From an optimization exercise on the open Yosys and OpenROAD flow, aimed at small area and a short achievable clock period; shortcuts taken in it are not production practice. RTL that was checked went through simulation tests only; none was proved equivalent to the original.

Setup of job 1956:
// ava_core
module ava_core (
    input  wire        clk,
    input  wire        rst,           
    input  wire [15:0] prog_len,      
    output wire [15:0] prog_addr,     
    input  wire [7:0]  prog_data,     
    output reg  [31:0] stk_w_data,
    output reg         stk_w_valid,
    input  wire        stk_w_ready,
    input  wire [31:0] stk_r_data,
    input  wire        stk_r_valid,
    output reg         stk_r_ready,
    output reg  [7:0]  out_data,
    output reg         out_valid,
    input  wire        out_ready,
    output wire        halt,
    output wire        fault,
    output wire [2:0]  cause,
    output wire        push_lost,
    output wire        out_lost
);
Size in the first run: about 240 flip-flops, ~130 I/O pins, roughly 0.016 mm^2 of cells after synthesis.
export LEC_CHECK = 0
export ABC_CLOCK_PERIOD_IN_PS = 4500
export CAP_MARGIN = 20
export CORE_MARGIN = 2
export CORE_UTILIZATION = 55
export SETUP_SLACK_MARGIN = 5
export SLEW_MARGIN = 20
create_clock -name core_clock -period 10.0 [get_ports {clk}]
standard.sh (not shown) runs the stock make flow with config.mk's settings and CLKGATE_MAP_FILE= SYNTH_SCRIPT=/design/flow/synth_recipe.tcl, a recipe that flattens the netlist after the stock synthesis.
==> flow/flow/run.sh <==
#!/bin/bash
# The standard layout, with plain buffers (not delay cells) on the ports.
set -euo pipefail
export BUFFER_PORTS_ARGS="-buffer_cell sky130_fd_sc_hd__buf_1"
bash standard.sh finish > standard_flow.log 2>&1
Inputs modified between job 1956 and job 4170:
==> flow/flow/run.sh <==
#!/bin/bash
# The standard layout, with plain buffers (not delay cells) on the ports.
set -euo pipefail
export BUFFER_PORTS_ARGS="-buffer_cell sky130_fd_sc_hd__buf_2"
bash standard.sh finish > standard_flow.log 2>&1
[summary]
[compare] base=job 1956 new=job 4170: first-pass GRT wire length lost 2.9%.
[job 4170] smallest hold slack rose 0.011 ns relative to job 1956
| number of placed cells counting well taps | job 4170 vs job 1956 | about 0.9% lower |
Setup slack in job 4170 is smaller than in job 1956.
Via count of the first global-routing pass: job 4170 vs job 1956 down 495
Per the comparison of job 4170 with job 1956, global-route met2 utilization shows a reduction of 2.2 points; pin count of the biggest net entering global routing shows no meaningful change; sum of met3 wire segment lengths after detailed routing shows a reduction of about 20%.
Relative to job 4170, the following input files were edited for job 9469:
# job 4170
export LEC_CHECK = 0
export ABC_CLOCK_PERIOD_IN_PS = 4500
export CAP_MARGIN = 20
export CORE_MARGIN = 2
export CORE_UTILIZATION = 55
export SETUP_SLACK_MARGIN = 5
export SLEW_MARGIN = 20
create_clock -name core_clock -period 10.0 [get_ports {clk}]
# job 9469
export LEC_CHECK = 0
export ABC_CLOCK_PERIOD_IN_PS = 2000
export CAP_MARGIN = 20
export CORE_MARGIN = 2
export CORE_UTILIZATION = 55
export SETUP_SLACK_MARGIN = 5
export SLEW_MARGIN = 20
create_clock -name core_clock -period 10.0 [get_ports {clk}]
==> flow/run.sh (new file) <==
#!/bin/bash
# synth_recipe.tcl (not shown) runs the flow's synth.tcl, then flattens the netlist and writes it again
# the make line also repeats each setting of config.mk as NAME=value (left out here)
make -C /OpenROAD-flow-scripts/flow DESIGN_CONFIG=/design/flow/config.mk WORK_HOME=/design/flow/orfs CLKGATE_MAP_FILE= SYNTH_SCRIPT=/design/flow/synth_recipe.tcl finish
removed: flow/flow/run.sh
removed: flow/standard.sh
==> results.txt <==
- Going from job 4170 to job 9469, post-synthesis to final-layout area growth grows by 7.6 points.
- NOTE post-detailed-route via-to-cell ratio job 4170->job 9469 increased by a few percent
- Share of the clock period used by the worst path after layout delta for job 9469 relative to job 4170: 0.56 points higher
- Minimum clock period is lower on job 4170
- Of job 4170 and job 9469, the run reporting the higher clock skew was job 9469.
- The number of diodes added for antenna fixing in job 9469 was lower than what job 4170 gave.
- Job 4170 ended up with in2out as its category of the most critical setup path; job 9469 ended up with reg2out.
- As far as worst hold slack is concerned, job 4170 and job 9469 perform about the same.
- Going from job 4170 to job 9469, final wirelength grows by 4.7 mm.
Changes in job 3228 relative to job 9469:
# job 9469
export LEC_CHECK = 0
export ABC_CLOCK_PERIOD_IN_PS = 2000
export CAP_MARGIN = 20
export CORE_MARGIN = 2
export CORE_UTILIZATION = 55
export SETUP_SLACK_MARGIN = 5
export SLEW_MARGIN = 20
create_clock -name core_clock -period 10.0 [get_ports {clk}]
# job 3228
export LEC_CHECK = 0
export CAP_MARGIN = 20
export CORE_MARGIN = 2
export CORE_UTILIZATION = 55
export SETUP_SLACK_MARGIN = 4.7
export SLEW_MARGIN = 20
create_clock -name core_clock -period 10.0 [get_ports {clk}]
==> flow/flow/run.sh (new file) <==
#!/bin/bash
# The standard layout, with plain buffers (not delay cells) on the ports.
set -euo pipefail
export BUFFER_PORTS_ARGS="-buffer_cell sky130_fd_sc_hd__buf_2"
bash standard.sh finish > standard_flow.log 2>&1
==> flow/standard.sh (new file) <==
#!/bin/bash
# synth_recipe.tcl (not shown) runs the flow's synth.tcl, then flattens the netlist and writes it again
# the make line also repeats each setting of config.mk as NAME=value (left out here)
make -C /OpenROAD-flow-scripts/flow DESIGN_CONFIG=/design/flow/config.mk WORK_HOME=/design/flow/orfs CLKGATE_MAP_FILE= SYNTH_SCRIPT=/design/flow/synth_recipe.tcl "${@:-finish}"
removed: flow/run.sh
[summary]
Job 9469: all stages complete, timing, DRC and antenna checks passed. In summary, job 3228 completed successfully, with a layout that passed the timing, design-rule and antenna checks. On global routing met3 resource utilization: between job 3228 and job 9469, it ends up higher for job 9469. The final reports for job 3228 and job 9469 show non-clock buffer count lower in the former.
The following lists how job 8184 was set up differently from job 3228:
# job 3228
export LEC_CHECK = 0
export CAP_MARGIN = 20
export CORE_MARGIN = 2
export CORE_UTILIZATION = 55
export SETUP_SLACK_MARGIN = 4.7
export SLEW_MARGIN = 20
create_clock -name core_clock -period 10.0 [get_ports {clk}]
# job 8184
export LEC_CHECK = 0
export ABC_CLOCK_PERIOD_IN_PS = 4500
export CAP_MARGIN = 20
export CORE_MARGIN = 2
export CORE_UTILIZATION = 55
export SETUP_SLACK_MARGIN = 5
export SLEW_MARGIN = 20
create_clock -name core_clock -period 10.0 [get_ports {clk}]
==> flow/run.sh (new file) <==
#!/bin/bash
# synth_recipe.tcl (not shown) runs the flow's synth.tcl, then flattens the netlist and writes it again
# the make line also repeats each setting of config.mk as NAME=value (left out here)
make -C /OpenROAD-flow-scripts/flow DESIGN_CONFIG=/design/flow/config.mk WORK_HOME=/design/flow/orfs CLKGATE_MAP_FILE= SYNTH_SCRIPT=/design/flow/synth_recipe.tcl finish
removed: flow/flow/run.sh
removed: flow/standard.sh
Notes after the runs:
- Job 8184 completed; timing, DRC and antenna clean
- Going from job 3228 to job 8184, non-clock buffer count grew by more than a quarter.
- On global-route usage: between job 3228 and job 8184, it ends up lower for job 3228.
- When job 8184 is measured against job 3228, its total wirelength of the detailed-routed design turns out about 15% higher.
- Of the two values seen for start point of the critical path, prog_data[6] was produced by job 3228 and csx[1]$_DFF_P_ by job 8184.
- The time the worst path needs with I/O delays and setup of job 8184 and that of job 3228 are within noise of each other.

---

Starting RTL as in the previous note.
clock: 10.0 ns
lec_check: 0
abc_clock_period_in_ps: 4500
cap_margin: 20
core_margin: 2
core_utilization: 55
cts_buf_list: sky130_fd_sc_hd__clkbuf_8
cts_cluster_diameter: 50
cts_cluster_size: 16
setup_slack_margin: 5
slew_margin: 20
run.sh (not shown) runs the stock make flow with config.mk's settings and CLKGATE_MAP_FILE= SYNTH_SCRIPT=/design/flow/synth_recipe.tcl, a recipe that flattens the netlist after the stock synthesis.
Stock flow here: none of the scripts above is used.
Next try:
ABC_CLOCK_PERIOD_IN_PS = not set   (was 4500)
CTS_BUF_LIST = not set   (was sky130_fd_sc_hd__clkbuf_8)
CTS_CLUSTER_DIAMETER = not set   (was 50)
CTS_CLUSTER_SIZE = not set   (was 16)
SETUP_SLACK_MARGIN = 4.7   (was 5)
The new run completed without violations. Setup slack gets better by 92 ps. Routed wire length came out lower by 9.0%.

---

Another version of the RTL of ava_core (not shown whole).
Size: roughly 1900 cells after synthesis, about 190 flip-flops, roughly 0.019 sq mm of cells after synthesis.
Design ava_core, start of the top module:
module ava_core (
    input  wire        clk,
    input  wire        rst,           
    input  wire [15:0] prog_len,      
    output wire [15:0] prog_addr,     
    input  wire [7:0]  prog_data,     
    output reg  [31:0] stk_w_data,
    output reg         stk_w_valid,
    input  wire        stk_w_ready,
    input  wire [31:0] stk_r_data,
    input  wire        stk_r_valid,
    output reg         stk_r_ready,
    output reg  [7:0]  out_data,
    output reg         out_valid,
    input  wire        out_ready,
    output wire        halt,
    output wire        fault,
    output wire [2:0]  cause,
    output wire        push_lost,
    output wire        out_lost
);
    localparam [3:0] S_INIT     = 4'd0;
    localparam [3:0] S_DECODE   = 4'd1;
    localparam [3:0] S_PUSHIMM1 = 4'd2;
    localparam [3:0] S_PUSHIMM2 = 4'd3;
    localparam [3:0] S_PUSHVAR1 = 4'd4;
    localparam [3:0] S_PUSHVAR2 = 4'd5;
    localparam [3:0] S_PUSHVAR3 = 4'd6;
    localparam [3:0] S_LET1     = 4'd7;    
    localparam [3:0] S_LETW     = 4'd8;    
    localparam [3:0] S_PRINT    = 4'd9;
    localparam [3:0] S_ALU1     = 4'd10;
    localparam [3:0] S_ALU2     = 4'd11;
    localparam [3:0] S_ALU3     = 4'd12;
    localparam [3:0] S_ALU4     = 4'd13;
    localparam [3:0] S_DONE     = 4'd14;
    localparam [7:0] OPC_PUSH_IMM  = 8'h01;
    localparam [7:0] OPC_PUSH_VAR  = 8'h0a;
    localparam [7:0] OPC_LET       = 8'h20;
    localparam [7:0] OPC_PRINT     = 8'h80;
    localparam [7:0] OPC_PRINT_LF  = 8'h82;
    localparam [7:0] OPC_ADD       = 8'ha0;
    localparam [7:0] OPC_MUL       = 8'ha5;
    localparam [2:0] C_NONE      = 3'd0;
    localparam [2:0] C_END       = 3'd1;
    localparam [2:0] C_UNKNOWN   = 3'd2;
    localparam [2:0] C_TRUNC     = 3'd6;
    localparam [2:0] C_BADSLOT   = 3'd7;
    reg  [3:0]  st;
    reg  [15:0] pc;
    reg  [7:0]  fb1;       
    reg         op_mul;
    reg  [15:0] opa;       
    reg  [15:0] opb;
    reg  [2:0]  cause_r;
    reg         push_lost_r;
    reg         out_lost_r;
    reg  [31:0] slot0, slot1, slot2, slot3;
    wire [7:0] fb = prog_data;
    assign prog_addr = pc;
    assign halt      = (cause_r != C_NONE);
    assign fault     = cause_r[2];
    assign cause     = cause_r;
  ...
export LEC_CHECK = 0
export ABC_CLOCK_PERIOD_IN_PS = 5000
export CAP_MARGIN = 20
export CORE_MARGIN = 2
export CORE_UTILIZATION = 55
export SETUP_SLACK_MARGIN = 4.5
export SLEW_MARGIN = 20
create_clock -name core_clock -period 10.0 [get_ports {clk}]
The starting point went through all stages and came out clean.
Rerun with:
ABC_CLOCK_PERIOD_IN_PS = unset   (was 5000)
CORE_UTILIZATION = 40   (was 55)
SETUP_SLACK_MARGIN = unset   (was 4.5)
After rerunning: Register-to-register slack gets worse by 0.36 ns; synthesized area does not change; cell area shrinks by 4.9%; critical path depth goes up by 1; non-clock buffer count came out lower by 53.
No functional check of the RTL was part of any run of this note.

-- port drivers added, routing unchanged --
The flow's constraints put no driver on any port. The routed layouts listed below were extracted and timed again, unchanged, in two steps. Step 1: set_driving_cell puts a clkbuf_16 on clk and a buf_2 on each other input, an assumption about the parent block. Step 2, shift: input delay + t, output delay - t, t = (earliest + latest rising clock arrival at the registers) / 2. This alone moves slack from input paths to output paths. Slacks: ideal ports / drivers / drivers and shift; pairs: ideal ports / drivers.
| run | t, ns | setup WS [ns] | latest minus earliest clock arrival (ns) | slew at the worst register clock pin (ns) | worst slew at a driven data input, ns |
|---|---|---|---|---|---|
| job 1956 | 0.605 | 4.826 / 4.773 / 4.531 | 0.014 / 0.014 | 0.07 / 0.07 | 0.06 |
| job 4170 | 0.601 | 4.801 / 4.764 / 4.430 | 0.012 / 0.012 | 0.07 / 0.07 | 0.06 |
| job 9469 | 0.599 | 4.745 / 4.690 / 4.556 | 0.021 / 0.021 | 0.07 / 0.07 | 0.08 |
| job 3228 | 0.595 | 4.748 / 4.725 / 4.599 | 0.029 / 0.029 | 0.07 / 0.07 | 0.07 |
| job 8184 | 0.599 | 4.745 / 4.690 / 4.556 | 0.021 / 0.021 | 0.07 / 0.07 | 0.08 |
| the first run of note 2 | 0.631 | 4.663 / 4.613 / 4.468 | 0.023 / 0.024 | 0.10 / 0.10 | 0.09 |
| the second run of note 2 | 0.609 | 4.756 / 4.717 / 4.392 | 0.049 / 0.050 | 0.06 / 0.06 | 0.05 |
| the first run of note 3 | 0.489 | 1.306 / 1.252 / 1.741 | 0.016 / 0.016 | 0.08 / 0.08 | 0.05 |
| the second run of note 3 | 0.500 | 0.341 / 0.294 / 0.794 | 0.012 / 0.012 | 0.08 / 0.08 | 0.08 |
After both steps every run listed still meets setup and hold. The setup slack of job 4170, which loses most, moves by -0.037 ns with the drivers and by -0.371 ns with both steps.
